Context: an optimization exercise on an open-source flow, tuned for small area, a short achievable clock period and few clock cycles. The choices shown serve that exercise and are no tape-out recipe. The RTL was checked by simulation tests, not by an equivalence proof against the original design. No activity file was given, so power comes from the tool's default toggle rates.

**flow/run.sh**
```bash
#!/bin/bash
# synth_recipe.tcl (not shown) runs the flow's synth.tcl, then flattens the netlist and writes it again
# the make line also repeats each setting of config.mk as NAME=value (left out here)
make -C /OpenROAD-flow-scripts/flow DESIGN_CONFIG=/design/flow/config.mk WORK_HOME=/design/flow/orfs CLKGATE_MAP_FILE= SYNTH_SCRIPT=/design/flow/synth_recipe.tcl finish
```
**flow/config.mk**
```make
export PLATFORM = sky130hd
export DESIGN_NAME = sb_core
export DESIGN_NICKNAME = sb_core
export VERILOG_FILES = /design/flow/design.v
export SDC_FILE = /design/flow/constraint.sdc
export NUM_CORES = 4
export LEC_CHECK = 0
export CAP_MARGIN = 20
export CORE_MARGIN = 2
export CORE_UTILIZATION = 40
export PLACE_DENSITY = 0.6
export SLEW_MARGIN = 20
```
**flow/constraint.sdc**
```tcl
create_clock -name core_clock -period 10.0 [get_ports {clk}]
set_input_delay 2.0000 -clock core_clock [delete_from_list [all_inputs] [get_ports {clk}]]
set_output_delay 2.0000 -clock core_clock [all_outputs]
set_load 0.01 [all_outputs]
```
**flow/design.v**
```verilog
module sb_crc8_step (
    input  wire [7:0] c_in,    
    output wire [7:0] c_out
);
    reg [15:0] acc;
    integer r;
    always @* begin
        acc = {c_in, 8'h00};
        for (r = 0; r < 8; r = r + 1) begin
            if (acc[15]) acc = acc ^ 16'h8380;
            acc = {acc[14:0], 1'b0};
        end
    end
    assign c_out = acc[15:8];
endmodule
module sb_core (
    input  wire         clk,
    input  wire         rst_n,
    input  wire [7:0]   dev_addr,
    input  wire [31:0]  stale_ms,
    input  wire [31:0]  turn_ms,
    input  wire         en_crc_resp,
    input  wire         en_flag_resp,
    input  wire         full_duplex,
    input  wire         flow_ctrl,
    input  wire [31:0]  now_ms,
    input  wire         poll,
    input  wire         app_start,
    input  wire [2:0]   app_op,
    input  wire [2:0]   app_handle,
    input  wire [127:0] app_wdata,
    input  wire [4:0]   app_wlen,
    output wire         ready,
    output reg          done,
    output reg          app_result,
    output wire [127:0] app_rdata,
    output wire [4:0]   app_rlen,
    output reg          on_write_valid,
    output wire [2:0]   on_write_index,
    input  wire         rx_valid,
    input  wire [7:0]   rx_data,
    output wire         rx_ready,
    output wire         tx_valid,
    output wire [7:0]   tx_data,
    input  wire         tx_ready,
    input  wire         tx_idle,
    output reg          dir
);
    function [7:0] push_cmd;             
        input [2:0] i;
        case (i)
            3'd0:       push_cmd = 8'hDA;
            3'd1:       push_cmd = 8'hDB;
            3'd2, 3'd5: push_cmd = 8'hDC;
            3'd4:       push_cmd = 8'hDE;
            default:    push_cmd = 8'hDD;
        endcase
    endfunction
    function [15:0] item_addr;
        input [2:0] i;
        case (i)
            3'd0: item_addr = 16'h0000;
            3'd1: item_addr = 16'h0010;
            3'd2: item_addr = 16'h0002;
            3'd3: item_addr = 16'h0003;
            3'd4: item_addr = 16'h0004;
            3'd5: item_addr = 16'h0100;
            3'd6: item_addr = 16'h1234;
            default: item_addr = 16'hFFFF;
        endcase
    endfunction
    reg [7:0]   it0;
    reg [15:0]  it1;
    reg [31:0]  it2, it3, it5, it6, it7;
    reg [127:0] it4;
    reg [4:0]   arr_len;
    reg [7:0]   dirty;
    reg [2:0]   cursor;
    reg         in_sweep;
    reg [2:0]   sw_start;
    reg         busy;
    reg         rx_act;      
    reg         got;         
    reg         disc;        
    reg [31:0]  now_q;
    reg [31:0]  last_rx;
    reg [6:0]   cnt;         
    reg         la;          
    reg         cand;        
    reg [6:0]   k;           
    reg [6:0]   rem;         
    reg         nl;          
    reg [7:0]   crc;         
    reg         c_poll, c_read, c_da, c_db, c_d4, c_de;
    reg         f0, f1;      
    reg [7:0]   hb;          
    reg         hit;
    reg [2:0]   hidx;
    reg         n_ok;        
    reg [4:0]   nlen;
    reg [3:0]   di;          
    reg [127:0] stg;         
    reg         ap;          
    reg         crc_ok_r;
    reg [2:0]   sel;         
    reg         sic;         
    reg         wr_app;      
    localparam [2:0] T_IDLE = 3'd0, T_TURN0 = 3'd1, T_TURN = 3'd2,
                     T_SEND = 3'd3, T_FLUSH = 3'd4;
    reg [2:0]   tx_st;
    reg         tx_v;
    reg [7:0]   tx_d;
    reg [4:0]   tk;
    reg [4:0]   tlast;
    reg [7:0]   tx_crc;
    reg         fr_push;
    reg [7:0]   fr_c;
    reg [7:0]   fr_d;
    reg         pa;
    reg [31:0]  t_lo;
    reg         t_wrap;
    reg [127:0] ival;
    always @* begin
        case (sel)
            3'd0: ival = {120'd0, it0};
            3'd1: ival = {112'd0, it1};
            3'd2: ival = {96'd0, it2};
            3'd3: ival = {96'd0, it3};
            3'd4: ival = it4;
            3'd5: ival = {96'd0, it5};
            3'd6: ival = {96'd0, it6};
            default: ival = {96'd0, it7};
        endcase
    end
    wire [4:0] sel_klen = (sel == 3'd0) ? 5'd1 : (sel == 3'd1) ? 5'd2 :
                          (sel == 3'd4) ? 5'd16 : 5'd4;
    wire [4:0] sel_len  = (sel == 3'd4) ? arr_len : sel_klen;
    assign ready          = ~busy;
    assign app_rdata      = ival;
    assign app_rlen       = sel_len;
    assign on_write_index = sel;
    wire wlen_ok_sel = (sel == 3'd4) ? (app_wlen <= 5'd16) : (app_wlen == sel_klen);
    wire wlen_ok_in  = (app_handle == 3'd4) ? (app_wlen <= 5'd16) :
                       (app_handle == 3'd0) ? (app_wlen == 5'd1) :
                       (app_handle == 3'd1) ? (app_wlen == 5'd2) : (app_wlen == 5'd4);
    reg [127:0] wmask;
    integer b;
    always @* begin
        for (b = 0; b < 16; b = b + 1)
            wmask[8*b +: 8] = (b < app_wlen) ? 8'hFF : 8'h00;
    end
    wire same_val = (app_wlen == sel_len) && (((ival ^ app_wdata) & wmask) == 128'd0);
    wire [7:0] c_a, rx_crc_n, tx_crc_n;
    sb_crc8_step u_crc_a  (.c_in(dev_addr),                      .c_out(c_a));
    sb_crc8_step u_crc_rx (.c_in((cand ? crc : c_a) ^ rx_data),  .c_out(rx_crc_n));
    sb_crc8_step u_crc_tx (.c_in(tx_crc ^ tx_d),                 .c_out(tx_crc_n));
    wire full      = cnt[6];
    assign rx_ready = rx_act & ~full;
    wire acc       = rx_act & rx_valid & ~full;
    wire drain_end = rx_act & ~(rx_valid & ~full);
    wire cmd_ok_x  = (rx_data == 8'hD0) || (rx_data == 8'hD1) ||
                     (rx_data >= 8'hDA && rx_data <= 8'hDE);
    wire detect    = acc & ~disc & ~cand & la & cmd_ok_x;
    wire in_frame  = acc & ~disc & cand;
    wire last_b    = in_frame & nl;
    wire crc_ok    = (rx_data == crc);
    wire stale     = (now_q - last_rx) > stale_ms;
    reg       x_hit;
    reg [2:0] x_idx;
    always @* begin
        x_hit = 1'b1;
        case ({rx_data, hb})
            16'h0000: x_idx = 3'd0;
            16'h0010: x_idx = 3'd1;
            16'h0002: x_idx = 3'd2;
            16'h0003: x_idx = 3'd3;
            16'h0004: x_idx = 3'd4;
            16'h0100: x_idx = 3'd5;
            16'h1234: x_idx = 3'd6;
            16'hFFFF: x_idx = 3'd7;
            default: begin x_hit = 1'b0; x_idx = 3'd0; end
        endcase
    end
    wire [7:0] sdirty = f1 ? 8'hFF : dirty;
    wire [2:0] s_st   = in_sweep ? sw_start : cursor;
    wire [2:0] s_wl   = sw_start - cursor;           
    reg        s_found;
    reg  [2:0] s_i;
    integer    si;
    always @* begin
        s_found = 1'b0;
        s_i = 3'd0;
        for (si = 7; si >= 0; si = si - 1)
            if (sdirty[(cursor + si) & 7] && (!in_sweep || si < s_wl)) begin
                s_found = 1'b1;
                s_i = si;
            end
    end
    wire [2:0] s_j    = cursor + s_i;
    wire       s_last = (s_j + 3'd1) == s_st;
    wire       w_cmd  = c_da | c_db | c_d4 | c_de;
    wire       suits  = c_da ? (hidx == 3'd0) :
                        c_db ? (hidx == 3'd1) :
                        c_de ? (hidx == 3'd4 && n_ok) :
                               (hidx != 3'd0 && hidx != 3'd1 && hidx != 3'd4);
    wire       wr_ok  = w_cmd & hit & suits;
    wire       pf     = f0 | f1;
    wire       push_ok = c_poll ? (pf & s_found) : (c_read & hit);
    wire [2:0] item_ok = c_poll ? s_j : hidx;
    wire       resp_ok = c_poll ? (pf | en_flag_resp) : 1'b1;
    wire [7:0] cmd_ok  = push_ok ? push_cmd(item_ok) :
                         c_poll  ? (pf ? 8'hE2 : 8'hE3) :
                         !hit    ? 8'hE4 :
                         c_read  ? 8'hE4 :
                         !suits  ? 8'hE5 : 8'hE0;
    function [4:0] push_last;
        input [2:0] i;
        input [4:0] alen;
        case (i)
            3'd0:    push_last = 5'd5;
            3'd1:    push_last = 5'd6;
            3'd4:    push_last = 5'd6 + alen;
            default: push_last = 5'd8;
        endcase
    endfunction
    wire [4:0]  tk1   = tk + 5'd1;
    wire [15:0] fr_ad = item_addr(sel);
    wire [3:0]  doff  = (sel == 3'd4) ? tk1[3:0] - 4'd6 : tk1[3:0] - 4'd4;
    wire [7:0]  dbyte = ival[8*doff +: 8];
    reg  [7:0]  nbyte;
    always @* begin
        if (tk1 == tlast)
            nbyte = tx_crc_n;
        else if (tk1 == 5'd1)
            nbyte = fr_c;
        else if (!fr_push)
            nbyte = fr_d;
        else if (tk1 == 5'd2)
            nbyte = fr_ad[7:0];
        else if (tk1 == 5'd3)
            nbyte = fr_ad[15:8];
        else if (sel == 3'd4 && tk1 == 5'd4)
            nbyte = {3'b000, arr_len};
        else if (sel == 3'd4 && tk1 == 5'd5)
            nbyte = 8'h00;
        else
            nbyte = dbyte;
    end
    assign tx_valid = tx_v;
    assign tx_data  = tx_d;
    wire turn_zero = (turn_ms == 32'd0);
    wire turn_in   = t_wrap ? (now_ms >= last_rx || now_ms < t_lo)
                            : (now_ms >= last_rx && now_ms < t_lo);
    wire hs        = tx_v & tx_ready;
    wire fr_end    = hs & (tk == tlast);
    reg [2:0] pd_i;
    integer pi;
    always @* begin
        pd_i = 3'd0;
        for (pi = 7; pi >= 0; pi = pi - 1)
            if (dirty[pi]) pd_i = pi;
    end
    reg       go;        
    reg       rx_n;      
    reg [2:0] tx_n;      
    reg       app_n;     
    integer   bi;
    always @(posedge clk) begin
        on_write_valid <= 1'b0;
        ap             <= 1'b0;
        wr_app         <= 1'b0;
        sic            <= 1'b0;
        done           <= 1'b0;
        go    = 1'b0;
        rx_n  = rx_act;
        tx_n  = tx_st;
        app_n = 1'b0;
        if (!rst_n) begin
            busy     <= 1'b0;
            rx_act   <= 1'b0;
            tx_st    <= T_IDLE;
            tx_v     <= 1'b0;
            dir      <= 1'b0;
            pa       <= 1'b0;
            cnt      <= 7'd0;
            la       <= 1'b0;
            cand     <= 1'b0;
            last_rx  <= 32'd0;
            dirty    <= 8'd0;
            cursor   <= 3'd0;
            in_sweep <= 1'b0;
            sw_start <= 3'd0;
            arr_len  <= 5'd0;
            it0 <= 8'd0;  it1 <= 16'd0; it2 <= 32'd0; it3 <= 32'd0;
            it4 <= 128'd0; it5 <= 32'd0; it6 <= 32'd0; it7 <= 32'd0;
            app_result <= 1'b0;
            sel      <= 3'd0;
        end else begin
            if (!busy && poll) begin
                now_q <= now_ms;
                got   <= 1'b0;
                disc  <= 1'b0;
                rx_n  = 1'b1;
            end else if (!busy && app_start) begin
                sel <= app_handle;
                case (app_op)
                3'd0: begin
                    app_result     <= wlen_ok_in;
                    on_write_valid <= wlen_ok_in;
                    wr_app         <= wlen_ok_in;
                end
                3'd1: begin
                    sic   <= 1'b1;
                    app_n = 1'b1;
                end
                3'd2: app_result <= 1'b1;
                3'd3, 3'd4: begin
                    app_result <= full_duplex;
                    if (full_duplex) begin
                        go = 1'b1;
                        fr_d <= 8'h00;
                        if (app_op == 3'd4) begin
                            fr_push <= 1'b0;
                            fr_c    <= 8'hE6;
                            tlast   <= 5'd3;
                            pa      <= 1'b0;
                        end else if (dirty == 8'd0) begin
                            fr_push <= 1'b0;
                            fr_c    <= 8'hE2;
                            tlast   <= 5'd3;
                            pa      <= 1'b0;
                        end else begin
                            fr_push <= 1'b1;
                            sel     <= pd_i;
                            fr_c    <= push_cmd(pd_i);
                            tlast   <= push_last(pd_i, arr_len);
                            dirty[pd_i] <= 1'b0;
                            pa      <= 1'b1;
                        end
                    end
                end
                default: app_result <= 1'b0;
                endcase
            end
            if (sic) begin
                app_result     <= wlen_ok_sel & ~same_val;
                on_write_valid <= wlen_ok_sel & ~same_val;
                wr_app         <= wlen_ok_sel & ~same_val;
            end
            if (wr_app || (ap && crc_ok_r && wr_ok)) begin
                case (sel)
                3'd0: it0 <= wr_app ? app_wdata[7:0]  : stg[7:0];
                3'd1: it1 <= wr_app ? app_wdata[15:0] : stg[15:0];
                3'd2: it2 <= wr_app ? app_wdata[31:0] : stg[31:0];
                3'd3: it3 <= wr_app ? app_wdata[31:0] : stg[31:0];
                3'd4: begin
                    it4     <= wr_app ? app_wdata : stg;
                    arr_len <= wr_app ? app_wlen  : nlen;
                end
                3'd5: it5 <= wr_app ? app_wdata[31:0] : stg[31:0];
                3'd6: it6 <= wr_app ? app_wdata[31:0] : stg[31:0];
                default: it7 <= wr_app ? app_wdata[31:0] : stg[31:0];
                endcase
                if (wr_app)
                    dirty[sel] <= 1'b1;
            end
            if (ap && crc_ok_r) begin
                if (c_poll && pf) begin
                    if (s_found) begin
                        dirty         <= sdirty & ~(8'd1 << s_j);
                        cursor        <= s_last ? s_st + 3'd1 : s_j + 3'd1;
                        in_sweep      <= ~s_last;
                    end else begin
                        cursor        <= s_st + 3'd1;
                        in_sweep      <= 1'b0;
                    end
                    sw_start <= s_st;
                end else if (c_read && hit) begin
                    dirty[hidx] <= 1'b0;
                end
            end
            if (acc) begin
                cnt     <= cnt + 7'd1;
                got     <= 1'b1;
                last_rx <= now_q;
                if (!disc && !cand) begin
                    la <= (rx_data == dev_addr);
                    if (la && cmd_ok_x) begin
                        cand   <= 1'b1;
                        k      <= 7'd2;
                        crc    <= rx_crc_n;
                        c_poll <= (rx_data == 8'hD0);
                        c_read <= (rx_data == 8'hD1);
                        c_da   <= (rx_data == 8'hDA);
                        c_db   <= (rx_data == 8'hDB);
                        c_d4   <= (rx_data == 8'hDC) || (rx_data == 8'hDD);
                        c_de   <= (rx_data == 8'hDE);
                        rem    <= (rx_data == 8'hD0) ? 7'd2 :
                                  (rx_data == 8'hD1) ? 7'd3 :
                                  (rx_data == 8'hDA) ? 7'd4 :
                                  (rx_data == 8'hDB) ? 7'd5 :
                                  (rx_data == 8'hDE) ? 7'd127 : 7'd7;
                        nl     <= 1'b0;
                        di     <= 4'd0;
                    end
                end
                if (in_frame) begin
                    if (nl) begin
                        disc     <= 1'b1;
                        cand     <= 1'b0;
                        ap       <= 1'b1;
                        crc_ok_r <= crc_ok;
                        on_write_valid <= crc_ok & wr_ok;
                        sel      <= item_ok;
                        fr_push  <= crc_ok & push_ok;
                        fr_c     <= crc_ok ? cmd_ok : 8'hE1;
                        fr_d     <= crc_ok ? 8'h00 : crc;
                        tlast    <= (crc_ok & push_ok) ? push_last(item_ok, arr_len) : 5'd3;
                        pa       <= 1'b0;
                        go = crc_ok ? resp_ok : en_crc_resp;
                    end else begin
                        k   <= k + 7'd1;
                        crc <= rx_crc_n;
                        rem <= rem - 7'd1;
                        nl  <= (rem == 7'd2);
                        if (k == 7'd2) begin
                            hb <= rx_data;
                            f0 <= (rx_data == 8'h00);
                            f1 <= (rx_data == 8'h01);
                        end
                        if (k == 7'd3) begin
                            hit  <= x_hit;
                            hidx <= x_idx;
                        end
                        if (k == 7'd4)
                            hb <= rx_data;
                        if (k == 7'd5 && c_de) begin
                            n_ok <= (rx_data == 8'h00) && (hb <= 8'd16);
                            nlen <= hb[4:0];
                            rem  <= (rx_data == 8'h00 && hb < 8'd64) ? hb[6:0] + 7'd1 : 7'd127;
                            nl   <= (rx_data == 8'h00 && hb == 8'h00);
                        end
                        if (c_de ? (k >= 7'd6) : (k >= 7'd4)) begin
                            for (bi = 0; bi < 16; bi = bi + 1)
                                if (di == bi)
                                    stg[8*bi +: 8] <= rx_data;
                            di <= di + 4'd1;
                        end
                    end
                end
            end
            if (drain_end) begin
                rx_n = 1'b0;
                if (disc || (!got && cnt != 7'd0 && stale)) begin
                    cnt  <= 7'd0;
                    la   <= 1'b0;
                    cand <= 1'b0;
                end else if (cand && k >= 7'd4) begin
                    cnt <= k;
                end else if (cnt > 7'd3) begin
                    cnt <= 7'd3;
                end
            end
            case (tx_st)
            T_TURN0: begin
                {t_wrap, t_lo} <= {1'b0, last_rx} + {1'b0, turn_ms};
                tx_n = T_TURN;
            end
            T_TURN: begin
                if (!turn_in) begin
                    tx_n = T_SEND;
                    tx_v   <= 1'b1;
                    tx_d   <= dev_addr;
                    tk     <= 5'd0;
                    tx_crc <= 8'd0;
                    dir    <= flow_ctrl;
                end
            end
            T_SEND: begin
                if (hs) begin
                    tx_crc <= tx_crc_n;
                    tk     <= tk1;
                    tx_d   <= nbyte;
                    if (tk == tlast) begin
                        tx_v <= 1'b0;
                        if (flow_ctrl) begin
                            tx_n = T_FLUSH;
                        end else begin
                            tx_n = T_IDLE;
                        end
                    end
                end
            end
            T_FLUSH: begin
                if (tx_idle) begin
                    dir  <= 1'b0;
                    tx_n = T_IDLE;
                end
            end
            default: ;
            endcase
            if (pa && tx_st != T_IDLE && tx_n == T_IDLE) begin
                if (dirty != 8'd0) begin
                    tx_n = T_TURN0;
                    fr_push <= 1'b1;
                    sel     <= pd_i;
                    fr_c    <= push_cmd(pd_i);
                    tlast   <= push_last(pd_i, arr_len);
                    dirty[pd_i] <= 1'b0;
                end else begin
                    pa <= 1'b0;
                end
            end
            if (go) begin
                if (turn_zero) begin
                    tx_n = T_SEND;
                    tx_v   <= 1'b1;
                    tx_d   <= dev_addr;
                    tk     <= 5'd0;
                    tx_crc <= 8'd0;
                    dir    <= flow_ctrl;
                end else begin
                    tx_n = T_TURN0;
                end
            end
            rx_act <= rx_n;
            tx_st  <= tx_n;
            if (busy || poll || app_start) begin
                if (!rx_n && tx_n == T_IDLE && !app_n) begin
                    busy <= 1'b0;
                    done <= 1'b1;
                end else begin
                    busy <= 1'b1;
                end
            end
        end
    end
endmodule
```
==> flow_metrics.py <==
metrics = {
    "run_status": {
        "status": "timing/DRC/antenna clean",
    },
    "worst_setup_path": {
        "crit_path_max_incr_delay_ns": 0.86,
        "required_ns": 8.00,
        "crit_fanout": 54,
        "cp-start-kind": "flop",
        "endpoint_kind": "output port",
        "worst_ep_arrival_time_ns": 4.76,
        "worstSetupPathType": "reg -> out",
        "path_cells": "inv_2 -> ha_1 -> or4_4 -> or2_2 -> buf_4 -> a31oi_1 -> clkdlybuf4s50_1",
        "slowest_stage": "dfxtp_2",
    },
    "clock_network": {
        "cts_setup_buffers": 0,
        "cts_root_buffer": "clkbuf_16",
        "cts-hold-fix-buffers": 0,
        "clkLatencyLatePin_ns": 0.67,
        "tritoncts": "done",
        "h-tree-depth": 3,
        "clock_path_buffers": 3,
        "clk_pin_slew_ns": 0.06,
        "clock_sinks": 682,
        "cts_resized": 0,
        "numCtsBuffers": 82,
    },
    "placed_design": {
        "port_buffers": 412,
        "gp_congestion": 0.949,
        "dp_hpwl_mm": 110,
    },
    "logic_synthesis": {
        "synthXorXnorAreaFrac": 0.0530,
        "synth-seq-area-share": 0.401,
        "syn-cell-area_um2": 41400,
        "avgSynthCellArea_um2": 9.11,
        "syn-num-nets": 5017,
        "synth_edf_count": 292,
        "synth_compound_area_frac": 0.209,
        "synth_simple_gate_area_frac": 0.164,
        "yosysUniqueCellTypes": 94,
        "synth_top_family_by_area": "compound AO/OA/AOI/OAI gates",
        "yosysWarnings": 2,
        "ys.flop_type": "dfxtp_1",
        "synthArstFlopShare": 0,
        "syn_inst": 4540,
        "synth_mux_area_frac": 0.0632,
        "ys_seq_elements": 682,
        "synthAdderAreaFrac": 0.0662,
    },
    "sta": {
        "setup_viol": 0,
        "worst_pin_slew_ns": 1.21,
        "fin_crit_sh": 0.676,
        "fmax_ghz": 0.148,
        "finalCriticalPeriod_ns": 6.76,
        "rsz0062_at_grt": "false",
        "final.setup.tns_ns": 0,
        "finClkSkew_ns": 0.0341,
        "slew_headroom": 0.191,
        "finalHoldViolCount": 0,
        "finalMaxSlewViolations": 0,
    },
    "route": {
        "wire_per_inst_um": 24.2,
        "route.detailed.drc": 0,
        "drt-pass1-iter-count": 6,
        "drt_wl_total_mm": 152,
        "routed_via_density": 5.87,
        "ant_nets": 0,
        "drt-initial-drc-count": 3535,
        "num_vias": 36764,
    },
    "power": {
        "ir_drop_v": 0.000127,
        "powerDensity_nw_per_um2": 145,
        "power_w": 0.00717,
        "p_leak_nw": 17.0,
    },
    "min_path": {
        "hold_path_class": "reg -> reg",
    },
    "floorplanning": {
        "placementRows": 117,
        "die_h_um": 326,
        "io_pins": 413,
        "core_region_area_um2": 102000,
        "die_w_um": 326,
        "initial_core_util": 0.405,
        "die_area_um2": 106000,
    },
    "grt": {
        "grt_pass1_wl_mm": 225,
        "grt_overflow_total": 0,
        "first_global_vias": 34479,
        "grt_max_degree": 217,
        "grt_use_total": 0.276,
        "antenna_found_initial": 20,
    },
    "finish": {
        "nNetsFinal": 5297,
        "drive_above_1_share": 0.0567,
        "syn2layout_area_growth_pct": 19.5,
    },
    "job": {
        "drv_cap": 0,
    },
}
## sequential cells by signal, summed over array words and instances, names as in the netlist, 8 cells and up
register / cells
crc: 8
dirty: 8
fr_c: 8
fr_d: 8
hb: 8
it0: 8
it1: 16
it2: 32
it3: 32
it4: 128
it5: 32
it6: 32
it7: 32
last_rx: 32
now_q: 32
stg: 128
t_lo: 32
tx_crc: 8
tx_d: 8
## metrics by stage
| step | instance area [um^2] | utilization | hold WS [ns] | worst slack, ns | instances |
|---|---|---|---|---|---|
| detailed placement | 46700 | 0.457 | 0.468 | 3.81 | 6104 |
| finish | 49500 | 0.484 | 0.475 | 3.24 | 6268 |
| floorplan | 41400 | - | 0.424 | 4.58 | 4540 |
| global route | 49400 | 0.484 | 0.501 | 3.14 | 6267 |
| CTS | 49400 | 0.483 | 0.477 | 3.29 | 6254 |
| global placement | 46700 | 0.457 | 0.464 | 3.90 | 6103 |
## per-layer routing
layer	part of all wire	GRT usage	vias to the layer above
li1	-	-	17367
met1	0.43	0.383	17691
met2	0.46	0.430	1464
met3	0.079	0.0527	236
met4	0.032	0.0942	6
met5	0.00022	0	-
## cells in the final DEF, fill, tap and decap left out, drive strengths merged, types with 160 or more instances in the layout
cell / netlist / final
a211oi: 358 / 358
a21oi: 188 / 188
clkdlybuf4s50: 0 / 411
dfxtp: 390 / 390
edfxtp: 292 / 292
ha: 211 / 211
inv: 200 / 205
mux2i: 171 / 171
nand2: 322 / 322
nor2: 578 / 578
o21ai: 236 / 236
xnor2: 160 / 160
## final cells by class
type / instances / area (um^2)
diodes: 14 / 35.0
clock buffers: 117 / 2320
clock inverters: 33 / 395
fillers: 9848 / 52700
inverters: 200 / 758
multi-input cells: 3391 / 23100
flip-flops and latches: 682 / 16600
well taps: 1368 / 1710
repair buffers: 463 / 4550
## worst paths after layout
kind	start	to	slack, ns	depth (start not counted)
max reg2reg	now_q[0]	cnt[0]	4.00	22
max	sel[2]	app_rdata[8]	3.24	7
min reg2reg	last_rx[15]	last_rx[15]	0.48	2
min	last_rx[15]	last_rx[15]	0.48	2
## cells in the mapped netlist (18+ instances only)
master    instances  area, um^2
a211oi_1        358        2690
o21a_1           35         263
buf_2            27         135
a221oi_1         19         166
nor2b_1          33         206
nand4_1          43         269
a22o_1           33         289
a22oi_1          77         578
and3_1           26         163
nand2b_1         24         150
xnor2_1         158        1380
nor4_1           32         200
xor2_1           81         709
a21o_1           42         315
o22ai_1          43         269
inv_1           199         747
buf_1            18        67.6
a31oi_1          44         275
nand3_1          83         415
nand3b_1         58         435
nor2_1          578        2170
and2_1          111         694
dfxtp_1         390        7810
o21ai_0         235        1180
o211ai_1         21         158
mux2_2           23         259
clkbuf_1        218         818
ha_1            211        2640
a222oi_1         20         200
a21oi_1         187         936
nor3_1           64         320
mux2i_1         171        1710
mux4_2           28         631
nand2_1         322        1210
edfxtp_1        292        8770
## power by group
group	internal [W]	switching [W]
sequential	0.00294	0.0000380
clock	0.00181	0.00127
combinational	0.000450	0.000670
## worst max-delay path, delay by kind of cell, from the launching register on
| family | cells | cell delay (ns) |
|---|---|---|
| buffers and inverters | 3 | 1.31 |
| and+or+nand+nor | 2 | 0.98 |
| DFF | 1 | 0.86 |
| AOI/OAI and AO/OA | 1 | 0.61 |
| adders and majority gates | 1 | 0.31 |
## kinds of logic after synthesis
kind of cell | count (synthesis)
buf+inv | 467
flops | 682
compound gates | 1263
fa+ha+maj | 217
xor+xnor | 244
simple gates | 1444
mux | 223
Testbench counts, summed over its fixed seeds: cycles 31,173.

## what the ideal ports hide
How much do the figures lean on ideal ports? The routed layout below was timed once more, with nothing changed but the port constraints. Step 1 (the two cells are an assumption about what drives the block):
set clk [get_ports {clk}]
set_driving_cell -lib_cell sky130_fd_sc_hd__clkbuf_16 $clk
set_driving_cell -lib_cell sky130_fd_sc_hd__buf_2 [delete_from_list [all_inputs] $clk]
Step 2 moves the port delays by t, midway between the first and last clock arrival at a register: inputs arrive t later, outputs are due t later. That takes back most of the time a late clock gives input paths. Slacks: ideal ports / drivers / drivers and shift; pairs: ideal ports / drivers.
t, ns: 0.726
slack for setup (ns): 3.235 / 3.163 / 3.758
cell pins on the clock port's net: 1
After both steps this run still meets setup and hold. The setup slack of this run moves by -0.072 ns with the drivers and by +0.523 ns with both steps.
